This design comes from an exercise in tuning for small area on the open sky130 flow, not from production work.
Where RTL was checked, it was by simulation tests only, not by an equivalence proof against the original.
Power figures rest on the tool's default switching activity, not on a simulated workload.

==> run a <==
Design zacwire_rx, start of the top module:
module zacwire_rx (
    input  wire        clk,
    input  wire        rst,
    input  wire [1:0]  cfg_profile,    
    input  wire [15:0] cfg_rate,       
    input  wire        ev_valid,
    input  wire [32:0] ev_word,
    input  wire        cmd_valid,
    input  wire [66:0] cmd_word,
    output wire        cmd_ready,
    output reg         rsp_valid,
    output wire [34:0] rsp_word
);
clock: 20.0 ns
lec_check: 0
cap_margin: 20
core_margin: 2
core_utilization: 40
place_density: 0.6
slew_margin: 20
run.sh (not shown) runs the stock make flow with config.mk's settings and CLKGATE_MAP_FILE= SYNTH_SCRIPT=/design/flow/synth_recipe.tcl, a recipe that flattens the netlist after the stock synthesis.
==> inputs of run b, as changes to run a <==
--- a/flow/design.v
+++ b/flow/design.v
@@ -18,12 +18,25 @@
                      PH_COMPLETE = 3'd4,
                      PH_ERROR    = 3'd5;
     localparam [2:0] ST_OK = 3'd0, ST_NOTCONN = 3'd1, ST_MISREAD = 3'd2,
                      ST_BEGINFAIL = 3'd3, ST_BADOP = 3'd4;
     localparam [37:0] C_FULL   = 38'd200000000000;    
     localparam [37:0] C_NARROW = 38'd70000000000;     
+    function automatic uge16(input [15:0] x, input [15:0] c);
+        integer k;
+        reg gt, eq;
+        begin
+            gt = 1'b0;
+            eq = 1'b1;
+            for (k = 15; k >= 0; k = k - 1) begin
+                gt = gt | (eq & x[k] & ~c[k]);
+                eq = eq & ~(x[k] ^ c[k]);
+            end
+            uge16 = gt | eq;
+        end
+    endfunction
     wire        prof14 = cfg_profile[0];
     wire        narrow = cfg_profile[1];
     wire [3:0]  d_bits = prof14 ? 4'd14 : 4'd13;
     wire [13:0] p_mask = prof14 ? 14'h3FFF : 14'h07FF;
     reg [2:0]  phase;
     reg [3:0]  bit_pos;
@@ -38,31 +51,35 @@
     reg [31:0] hbts;
     reg        repv;
     reg [13:0] repp;
     reg [31:0] rept;            
     reg        armed;
     localparam [3:0] E_IDLE = 4'd0, E_NW = 4'd1, E_WIN = 4'd2, E_R1 = 4'd3,
-                     E_PL = 4'd4, E_PE = 4'd5, E_F1 = 4'd6, E_F2 = 4'd7, E_F3 = 4'd8;
+                     E_PL = 4'd4, E_PE = 4'd5, E_F1 = 4'd6, E_F2 = 4'd7, E_F3 = 4'd8,
+                     E_CP = 4'd9;
     reg [3:0]  est;
     reg [4:0]  ofs;             
     reg [31:0] nreg;            
-    reg        bel;             
-    reg [1:0]  cz;              
-    reg [3:0]  th1, th2;        
-    reg [1:0]  th3;
     reg        conn;
     reg [13:0] preg;            
     reg        pv;
     reg [1:0]  kind;            
     reg [2:0]  rstat;
     reg [5:0]  cnt;
-    reg        b1, b2;
     reg [21:0] acca;            
     wire [13:0] rr   = acca[13:0];
     wire [7:0]  ireg = acca[21:14];
     wire [3:0]  dc   = cnt[3:0];      
+    wire [3:0]  th1  = acca[3:0];       
+    wire [3:0]  th2  = acca[7:4];
+    wire [1:0]  th3  = acca[9:8];
+    wire        bel  = acca[10];        
+    wire [1:0]  cz   = acca[12:11];     
+    wire        b1   = acca[18];
+    wire        b2   = acca[19];
+    wire        b3   = acca[20];
     reg        sgn;
     reg        lead;
     reg [4:0]  sc;
     wire [2:0]  cmd_op  = cmd_word[66:64];
     wire [31:0] cmd_now = cmd_word[63:32];
     wire [31:0] cmd_tmo = cmd_word[31:0];
@@ -73,14 +90,27 @@
     wire end_cmd  = cmd_fire && (cmd_op == 3'd1);
     wire        armed_c = begin_ok ? 1'b1 : (end_cmd ? 1'b0 : armed);
     wire [2:0]  phase_c = begin_ok ? PH_IDLE : phase;
     wire        lev_c   = begin_ok ? 1'b0 : lev;
     wire        ev_rise  = ev_word[32];
     wire [31:0] ev_ts    = ev_word[31:0];
-    wire [31:0] interval = ev_ts - let_ts;
-    wire        is_gap   = (|interval[31:10]) || (interval[9:0] > 10'd1000);
+    wire [10:0] ivlo     = {1'b0, ev_ts[9:0]} - {1'b0, let_ts[9:0]};
+    wire [9:0]  interval = ivlo[9:0];
+    wire [21:0] ts_hi    = ev_ts[31:10];
+    wire [21:0] lt_hi    = let_ts[31:10];
+    wire [21:0] hi_x     = ts_hi ^ lt_hi;
+    wire [21:0] hi_c;                                   
+    assign hi_c[0] = 1'b1;
+    genvar gi;
+    generate
+        for (gi = 1; gi < 22; gi = gi + 1) begin : g_hic
+            assign hi_c[gi] = hi_c[gi-1] & lt_hi[gi-1];
+        end
+    endgenerate
+    wire        hi_zero  = ivlo[10] ? ~|(hi_x ^ hi_c) : ~|hi_x;
+    wire        is_gap   = !hi_zero || (&interval[9:5] && (interval[4] || (interval[3] && |interval[2:0])));
     wire        bit_val  = {1'b0, interval[9:0]} < thr;
     wire [3:0]  bit_pos_inc = bit_pos + 4'd1;
     wire ev_act   = ev_valid && armed_c && lev_c && !is_gap && ev_rise;
     wire pub      = ev_act && (phase_c == PH_PARITY) &&
                     ((bit_val != par_acc) || (bit_pos == d_bits));
     wire hb_we    = ev_act && (phase_c == PH_PARITY) &&
@@ -158,14 +188,14 @@
     wire        dhi    = dc[3];                        
     wire        dfirst = (dc == 4'd0);
     wire [4:0]  el_s   = {1'b0, now_d} - {1'b0, hb_d} - {4'd0, bel & !dfirst};
     wire [3:0]  el_d   = dhi ? 4'd0 : el_s[3:0];
     wire [13:0] tw     = {dhi ? 4'd0 : tmo_d,
                           dfirst ? 4'd0 : th1,
-                          (dc < 4'd2) ? 4'd0 : th2,
-                          (dc < 4'd3) ? 2'd0 : th3};    
+                          (dc[3:1] == 3'd0) ? 4'd0 : th2,
+                          (dc[3:2] == 2'd0 && !(dc[1] & dc[0])) ? 2'd0 : th3};    
     reg [1:0] zc [0:4];
     reg [3:0] zb;
     integer j;
     always @(*) begin
         zc[0] = dfirst ? 2'd2 : cz;
         for (j = 0; j < 4; j = j + 1) begin
@@ -179,34 +209,39 @@
     wire        pds  = pdif[14];                                  
     wire        klo  = !cnt[5];                                   
     wire        n0   = nreg[0];
     wire        r0   = rept[0];
     wire        nt   = prof14 ? nreg[18] : nreg[21];
     wire        rt   = prof14 ? rept[18] : rept[21];
-    wire        tval = prof14 ? (cnt >= 6'd14 && cnt < 6'd46) : (cnt >= 6'd11 && cnt < 6'd43);
+    wire        tval = prof14 ? uge16({10'd0, cnt}, 16'd14) : (uge16({10'd0, cnt}, 16'd11) && !uge16({10'd0, cnt}, 16'd43));
     wire        dt0  = klo & (n0 ^ r0 ^ b1);
     wire        b1n  = (~n0 & r0) | (~(n0 ^ r0) & b1);
     wire        dtn  = tval & (nt ^ rt ^ b2);
     wire        b2n  = tval & ((~nt & rt) | (~(nt ^ rt) & b2));
-    wire        upos = dtn & ~dt0;
-    wire        uneg = ~dtn & dt0;
-    wire        ck   = (cnt < 6'd38) && (narrow ? C_NARROW[cnt] : C_FULL[cnt]);
-    wire [18:0] opx  = (upos | uneg) ? ({3'b000, cfg_rate} ^ {19{uneg}}) : 19'd0;
+    wire        dm   = dtn ^ dt0 ^ b3;                            
+    wire        b3n  = (~dtn & dt0) | (~(dtn ^ dt0) & b3);
+    wire        ck   = !uge16({10'd0, cnt}, 16'd38) && (narrow ? C_NARROW[cnt] : C_FULL[cnt]);
+    wire [18:0] opx  = dm ? {3'b000, cfg_rate} : 19'd0;
     wire [18:0] opd  = ck ? ({{4{pdif[14]}}, pdif} ^ {19{~pds}}) : 19'd0;
-    wire [18:0] asum = {acca[17], acca[17:0]} + opx + opd + {18'd0, uneg} + {18'd0, ck & ~pds};
-    wire [3:0]  nm1    = prof14 ? 4'd13 : 4'd10;                  
-    wire        pbit   = pm[nm1 - cnt[3:0]];
-    wire [4:0]  rnd_s  = prof14 ? 5'd10 : 5'd13;                 
-    wire        rbit   = lead && (sc >= rnd_s);
+    wire [18:0] asum = {acca[17], acca[17:0]} + opx + opd + {18'd0, ck & ~pds};
+    wire [13:0] pmrev;                                           
+    genvar gp;
+    generate
+        for (gp = 0; gp < 14; gp = gp + 1) begin : g_pmrev
+            assign pmrev[gp] = pm[13 - gp];
+        end
+    endgenerate
+    wire        pbit   = pmrev[cnt[3:0]];                        
+    wire        rbit   = lead && (prof14 ? uge16({11'd0, sc}, 16'd10) : uge16({11'd0, sc}, 16'd13));
     wire        f1     = (est == E_F1);
     wire [7:0]  span   = narrow ? 8'd70 : 8'd200;
     wire [7:0]  radd   = f1 ? (pbit ? span : 8'd0) : {7'd0, rbit};
     wire [15:0] rp     = {1'b0, rr, 1'b0} + {8'd0, radd};
     wire [15:0] mval   = prof14 ? 16'd16383 : 16'd2047;
-    wire        qge1   = rp >= mval;
-    wire        qge2   = rp >= {mval[14:0], 1'b0};
+    wire        qge1   = uge16(rp, mval);
+    wire        qge2   = uge16(rp, {mval[14:0], 1'b0});
     wire [1:0]  qd     = qge2 ? 2'd2 : (qge1 ? 2'd1 : 2'd0);
     wire [15:0] rsub   = rp + {14'd0, qd};
     wire [13:0] rnext  = rsub[13:0] & p_mask;
     wire [7:0]  inext  = {ireg[6:0], 1'b0} + (f1 ? {6'd0, qd} : 8'd0);
     wire [7:0]  lowc   = narrow ? 8'd10 : 8'd50;
     wire [8:0]  idif   = {1'b0, ireg} - {1'b0, lowc};
@@ -228,28 +263,26 @@
                              (kind == 2'd2) ? {31'd0, conn} :
                              (kind == 2'd3) ? {sgn, expo, frac} : 32'd0;
     wire commit = ((est == E_R1) && conn && pv && !repv) ||
                   ((est == E_PE) && !acca[17]);
     wire f3push = (est == E_F3) && lead;
     always @(posedge clk) begin
-        if (est == E_NW && ofs == 5'd31)
-            nreg <= cmd_now;
-        else
-            nreg <= {f3push ? sbit : nreg[0], nreg[31:1]};
-        rept <= commit ? {nreg[0], nreg[31:1]} : {rept[0], rept[31:1]};
+        nreg <= {(est == E_NW) ? cmd_now[ofs] : (f3push ? sbit : nreg[0]), nreg[31:1]};
+        rept <= {(est == E_CP) ? nreg[0] : rept[0], rept[31:1]};
         if (commit) repp <= pm;
         ofs  <= ofs + 5'd1;
         rsp_valid <= 1'b0;
         case (est)
             E_IDLE: begin
                 if (cmd_valid) begin
                     if (cmd_op == 3'd3) begin
                         est <= E_WIN;
                         cnt <= 6'd0;
                     end else if (cmd_op == 3'd4) begin
                         est <= E_NW;
+                        cnt <= 6'd0;
                     end else begin
                         rsp_valid <= 1'b1;
                         kind      <= 2'd0;
                         case (cmd_op)
                             3'd0: rstat <= cmd_word[0] ? ST_OK : ST_BEGINFAIL;
                             3'd1: rstat <= ST_OK;
@@ -262,23 +295,27 @@
                             default: rstat <= ST_BADOP;
                         endcase
                     end
                 end
             end
             E_NW: begin
-                if (ofs == 5'd31) begin
+                cnt <= cnt + 6'd1;
+                if (cnt[4:0] == 5'd31) begin
                     est <= E_WIN;
                     cnt <= 6'd0;
                 end
             end
+            E_CP: begin
+                cnt <= cnt + 6'd1;
+                if (cnt[4:0] == 5'd31) begin
+                    est <= E_F1;
+                    cnt <= prof14 ? 6'd0 : 6'd3;
+                end
+            end
             E_WIN: begin
-                th1 <= tw[13:10];
-                th2 <= th1;
-                th3 <= th2[3:2];
-                bel <= el_s[4];
-                cz  <= zc[4];
+                acca <= {9'd0, zc[4], el_s[4], th2[3:2], th1, tw[13:10]};
                 cnt <= cnt + 6'd1;
                 if (dc == 4'd10) begin
                     conn <= conn_now;
                     if (cmd_op == 3'd3) begin
                         rsp_valid <= 1'b1;
                         rstat     <= ST_OK;
@@ -303,41 +340,37 @@
                     est       <= E_IDLE;
                 end else if (!pv) begin
                     rsp_valid <= 1'b1;
                     rstat     <= ST_MISREAD;
                     est       <= E_IDLE;
                 end else if (!repv) begin
-                    est <= E_F1;
+                    est <= E_CP;
                 end else if (ofs == 5'd31) begin
                     est  <= E_PL;
-                    b1   <= 1'b0;
-                    b2   <= 1'b0;
                 end
             end
             E_PL: begin
-                acca <= {4'd0, asum[18:1]};
-                b1   <= b1n;
-                b2   <= b2n;
+                acca <= {1'b0, b3n, b2n, b1n, asum[18:1]};
                 cnt  <= cnt + 6'd1;
                 if (cnt == 6'd45) est <= E_PE;
             end
             E_PE: begin
                 cnt  <= 6'd0;
                 acca <= 22'd0;
                 if (acca[17]) begin
                     rsp_valid <= 1'b1;
                     rstat     <= ST_MISREAD;
                     est       <= E_IDLE;
                 end else begin
-                    est <= E_F1;
+                    est <= E_CP;
                 end
             end
             E_F1: begin
                 acca <= {inext, rnext};
                 cnt  <= cnt + 6'd1;
-                if (cnt[3:0] == nm1) est <= E_F2;
+                if (cnt[3:0] == 4'd13) est <= E_F2;
             end
             E_F2: begin
                 sgn  <= ineg;
                 acca <= {ifix, rfix};
                 cnt  <= 6'd0;
                 sc   <= 5'd0;
==> flow/flow/run.sh (new file) <==
#!/bin/bash
# Standard ORFS layout (the standard.sh, standard synthesis unchanged), with
# the port buffers made of the smallest buffer cell and a clock tree of
# smaller buffers without dummy loads.
set -euo pipefail
echo 'export BUFFER_PORTS_ARGS = -buffer_cell sky130_fd_sc_hd__buf_1' >> config.mk
echo 'export CTS_ARGS = -sink_clustering_enable -repair_clock_nets -dont_use_dummy_load -buf_list sky130_fd_sc_hd__clkbuf_8 -sink_clustering_size 16 -sink_clustering_max_diameter 50' >> config.mk
bash standard.sh finish > standard_flow.log 2>&1
==> flow/standard.sh (new file) <==
#!/bin/bash
# synth_recipe.tcl (not shown) runs the flow's synth.tcl, then flattens the netlist and writes it again
# the make line also repeats each setting of config.mk as NAME=value (left out here)
make -C /OpenROAD-flow-scripts/flow DESIGN_CONFIG=/design/flow/config.mk WORK_HOME=/design/flow/orfs CLKGATE_MAP_FILE= SYNTH_SCRIPT=/design/flow/synth_recipe.tcl "${@:-finish}"
Settings changed: BUFFER_PORTS_ARGS set to -buffer_cell sky130_fd_sc_hd__buf_1, CTS_ARGS set to -sink_clustering_enable -repair_clock_nets -dont_use_dummy_load -buf_list sky130_fd_sc_hd__clkbuf_8 -sink_clustering_size 16 -sink_clustering_max_diameter 50.
removed: flow/run.sh
==> inputs of run c, as changes to run a <==
--- a/flow/design.v
+++ b/flow/design.v
@@ -42,27 +42,27 @@
     reg        armed;
     localparam [3:0] E_IDLE = 4'd0, E_NW = 4'd1, E_WIN = 4'd2, E_R1 = 4'd3,
                      E_PL = 4'd4, E_PE = 4'd5, E_F1 = 4'd6, E_F2 = 4'd7, E_F3 = 4'd8;
     reg [3:0]  est;
     reg [4:0]  ofs;             
     reg [31:0] nreg;            
+    reg [3:0]  dc;              
     reg        bel;             
     reg [1:0]  cz;              
     reg [3:0]  th1, th2;        
     reg [1:0]  th3;
     reg        conn;
     reg [13:0] preg;            
     reg        pv;
     reg [1:0]  kind;            
     reg [2:0]  rstat;
     reg [5:0]  cnt;
     reg        b1, b2;
-    reg [21:0] acca;            
-    wire [13:0] rr   = acca[13:0];
-    wire [7:0]  ireg = acca[21:14];
-    wire [3:0]  dc   = cnt[3:0];      
+    reg [17:0] acca;
+    reg [13:0] rr;
+    reg [7:0]  ireg;
     reg        sgn;
     reg        lead;
     reg [4:0]  sc;
     wire [2:0]  cmd_op  = cmd_word[66:64];
     wire [31:0] cmd_now = cmd_word[63:32];
     wire [31:0] cmd_tmo = cmd_word[31:0];
@@ -189,13 +189,13 @@
     wire        b2n  = tval & ((~nt & rt) | (~(nt ^ rt) & b2));
     wire        upos = dtn & ~dt0;
     wire        uneg = ~dtn & dt0;
     wire        ck   = (cnt < 6'd38) && (narrow ? C_NARROW[cnt] : C_FULL[cnt]);
     wire [18:0] opx  = (upos | uneg) ? ({3'b000, cfg_rate} ^ {19{uneg}}) : 19'd0;
     wire [18:0] opd  = ck ? ({{4{pdif[14]}}, pdif} ^ {19{~pds}}) : 19'd0;
-    wire [18:0] asum = {acca[17], acca[17:0]} + opx + opd + {18'd0, uneg} + {18'd0, ck & ~pds};
+    wire [18:0] asum = {acca[17], acca} + opx + opd + {18'd0, uneg} + {18'd0, ck & ~pds};
     wire [3:0]  nm1    = prof14 ? 4'd13 : 4'd10;                  
     wire        pbit   = pm[nm1 - cnt[3:0]];
     wire [4:0]  rnd_s  = prof14 ? 5'd10 : 5'd13;                 
     wire        rbit   = lead && (sc >= rnd_s);
     wire        f1     = (est == E_F1);
     wire [7:0]  span   = narrow ? 8'd70 : 8'd200;
@@ -241,13 +241,13 @@
         rsp_valid <= 1'b0;
         case (est)
             E_IDLE: begin
                 if (cmd_valid) begin
                     if (cmd_op == 3'd3) begin
                         est <= E_WIN;
-                        cnt <= 6'd0;
+                        dc  <= 4'd0;
                     end else if (cmd_op == 3'd4) begin
                         est <= E_NW;
                     end else begin
                         rsp_valid <= 1'b1;
                         kind      <= 2'd0;
                         case (cmd_op)
@@ -264,22 +264,22 @@
                     end
                 end
             end
             E_NW: begin
                 if (ofs == 5'd31) begin
                     est <= E_WIN;
-                    cnt <= 6'd0;
+                    dc  <= 4'd0;
                 end
             end
             E_WIN: begin
                 th1 <= tw[13:10];
                 th2 <= th1;
                 th3 <= th2[3:2];
                 bel <= el_s[4];
                 cz  <= zc[4];
-                cnt <= cnt + 6'd1;
+                dc  <= dc + 4'd1;
                 if (dc == 4'd10) begin
                     conn <= conn_now;
                     if (cmd_op == 3'd3) begin
                         rsp_valid <= 1'b1;
                         rstat     <= ST_OK;
                         kind      <= 2'd2;
@@ -287,68 +287,72 @@
                     end else begin
                         preg <= vbits;
                         pv   <= vvalid;
                         est  <= E_R1;
                     end
                 end else if (hb_we) begin
-                    cnt <= 6'd0;
+                    dc <= 4'd0;
                 end
             end
             E_R1: begin
                 kind <= 2'd0;
                 cnt  <= 6'd0;
-                acca <= 22'd0;
+                rr   <= 14'd0;
+                ireg <= 8'd0;
                 if (!conn) begin
                     rsp_valid <= 1'b1;
                     rstat     <= ST_NOTCONN;
                     est       <= E_IDLE;
                 end else if (!pv) begin
                     rsp_valid <= 1'b1;
                     rstat     <= ST_MISREAD;
                     est       <= E_IDLE;
                 end else if (!repv) begin
                     est <= E_F1;
                 end else if (ofs == 5'd31) begin
                     est  <= E_PL;
+                    acca <= 18'd0;
                     b1   <= 1'b0;
                     b2   <= 1'b0;
                 end
             end
             E_PL: begin
-                acca <= {4'd0, asum[18:1]};
+                acca <= asum[18:1];
                 b1   <= b1n;
                 b2   <= b2n;
                 cnt  <= cnt + 6'd1;
                 if (cnt == 6'd45) est <= E_PE;
             end
             E_PE: begin
-                cnt  <= 6'd0;
-                acca <= 22'd0;
+                cnt <= 6'd0;
                 if (acca[17]) begin
                     rsp_valid <= 1'b1;
                     rstat     <= ST_MISREAD;
                     est       <= E_IDLE;
                 end else begin
                     est <= E_F1;
                 end
             end
             E_F1: begin
-                acca <= {inext, rnext};
+                rr   <= rnext;
+                ireg <= inext;
                 cnt  <= cnt + 6'd1;
                 if (cnt[3:0] == nm1) est <= E_F2;
             end
             E_F2: begin
                 sgn  <= ineg;
-                acca <= {ifix, rfix};
+                ireg <= ifix;
+                rr   <= rfix;
                 cnt  <= 6'd0;
                 sc   <= 5'd0;
                 lead <= 1'b0;
                 est  <= E_F3;
             end
             E_F3: begin
-                acca <= {ireg[6:0], 1'b0, (cnt[5:3] != 3'd0) ? rnext : rr};
+                ireg <= {ireg[6:0], 1'b0};
+                if (cnt[5:3] != 3'd0) rr <= rnext;
                 cnt <= cnt + 6'd1;
                 if (!lead) begin
                     if (sbit) lead <= 1'b1;
                 end else begin
                     sc <= sc + 5'd1;
                     if (sc == 5'd22) begin
Settings changed: ABC_AREA set to 1, CORE_UTILIZATION 40 to 70, PLACE_DENSITY 0.6 to 0.8.
==> comparison table <==
                                                                                   run a                    run c                    run b
Outcome                                                          complete, no violations  complete, no violations  complete, no violations
Worst setup slack after placement                                                7.91 ns                  8.88 ns                  9.38 ns
Wire length of the first global-routing pass                                    84200 um                 91500 um                 78000 um
Relative slew slack                                                                0.286                    0.307                    0.275
Internal                                                                         1170 uW                  1160 uW                   989 uW
Area of the multi-input gates                                                 11000 um^2               10200 um^2                9590 um^2
Number of enable-type register cells in the synthesized netlist                      168                      190                      153
Met3 routed WL                                                                   2170 um                  4970 um                  3750 um
Final Critical Period                                                           11.64 ns                 10.76 ns                 10.07 ns
Multi-input combinational area share                                               0.493                    0.450                    0.517
Number of cells in the design after placement                                       2664                     3013                     2410
Most common cell after layout, fill and taps aside                              edfxtp_1                  nand2_1                    buf_1
Critical path's largest stage delay                                              0.59 ns                  0.92 ns                  0.70 ns
Critical R2R Capture                                                  acca[10]$_DFFE_PP_          cz[0]$_DFFE_PP_       acca[11]$_DFFE_PP_
Sequential Power                                                                  640 uW                   697 uW                   627 uW
Synth Area in Simple Gates                                                         0.156                    0.222                    0.179
Root Buffer                                                                    clkbuf_16                clkbuf_16                 clkbuf_8
Final routed wirelength across all metal layers                                 54200 um                 58500 um                 50700 um
Length in cells of the worst reg-to-reg path                                          28                       17                       21
Inserted Clock Buffers                                                                34                       31                       31
Final instance area                                                           22300 um^2               22700 um^2               18600 um^2
Function not checked in run b and run c: the RTL went through the layout flow alone.

static timing again, ports no longer ideal:
No port has a modelled driver above. Below, the same layouts with a new extraction and two added sets of constraints.
Step 1 assumes that a clkbuf_16 drives the clock port and a buf_2 every other input.
Step 2 also shifts input and output timing later by t, the mid clock arrival at the registers, as if the neighbouring blocks saw the same clock.
a / b / c = ideal ports / drivers / drivers and shift; a / b = the first two.
| run | shift t [ns] | setup WS [ns] | worst slew at a driven data input, ns |
|---|---|---|---|
| run a | 0.583 | 8.358 / 8.387 / 7.803 | 0.06 |
| run b | 0.650 | 9.932 / 9.952 / 9.302 | 0.09 |
| run c | 0.624 | 9.244 / 9.274 / 8.650 | 0.07 |
After both steps setup and hold are still met in every run listed. For run b, which loses most, drivers alone change the setup slack by +0.020 ns; drivers and shift together by -0.630 ns.
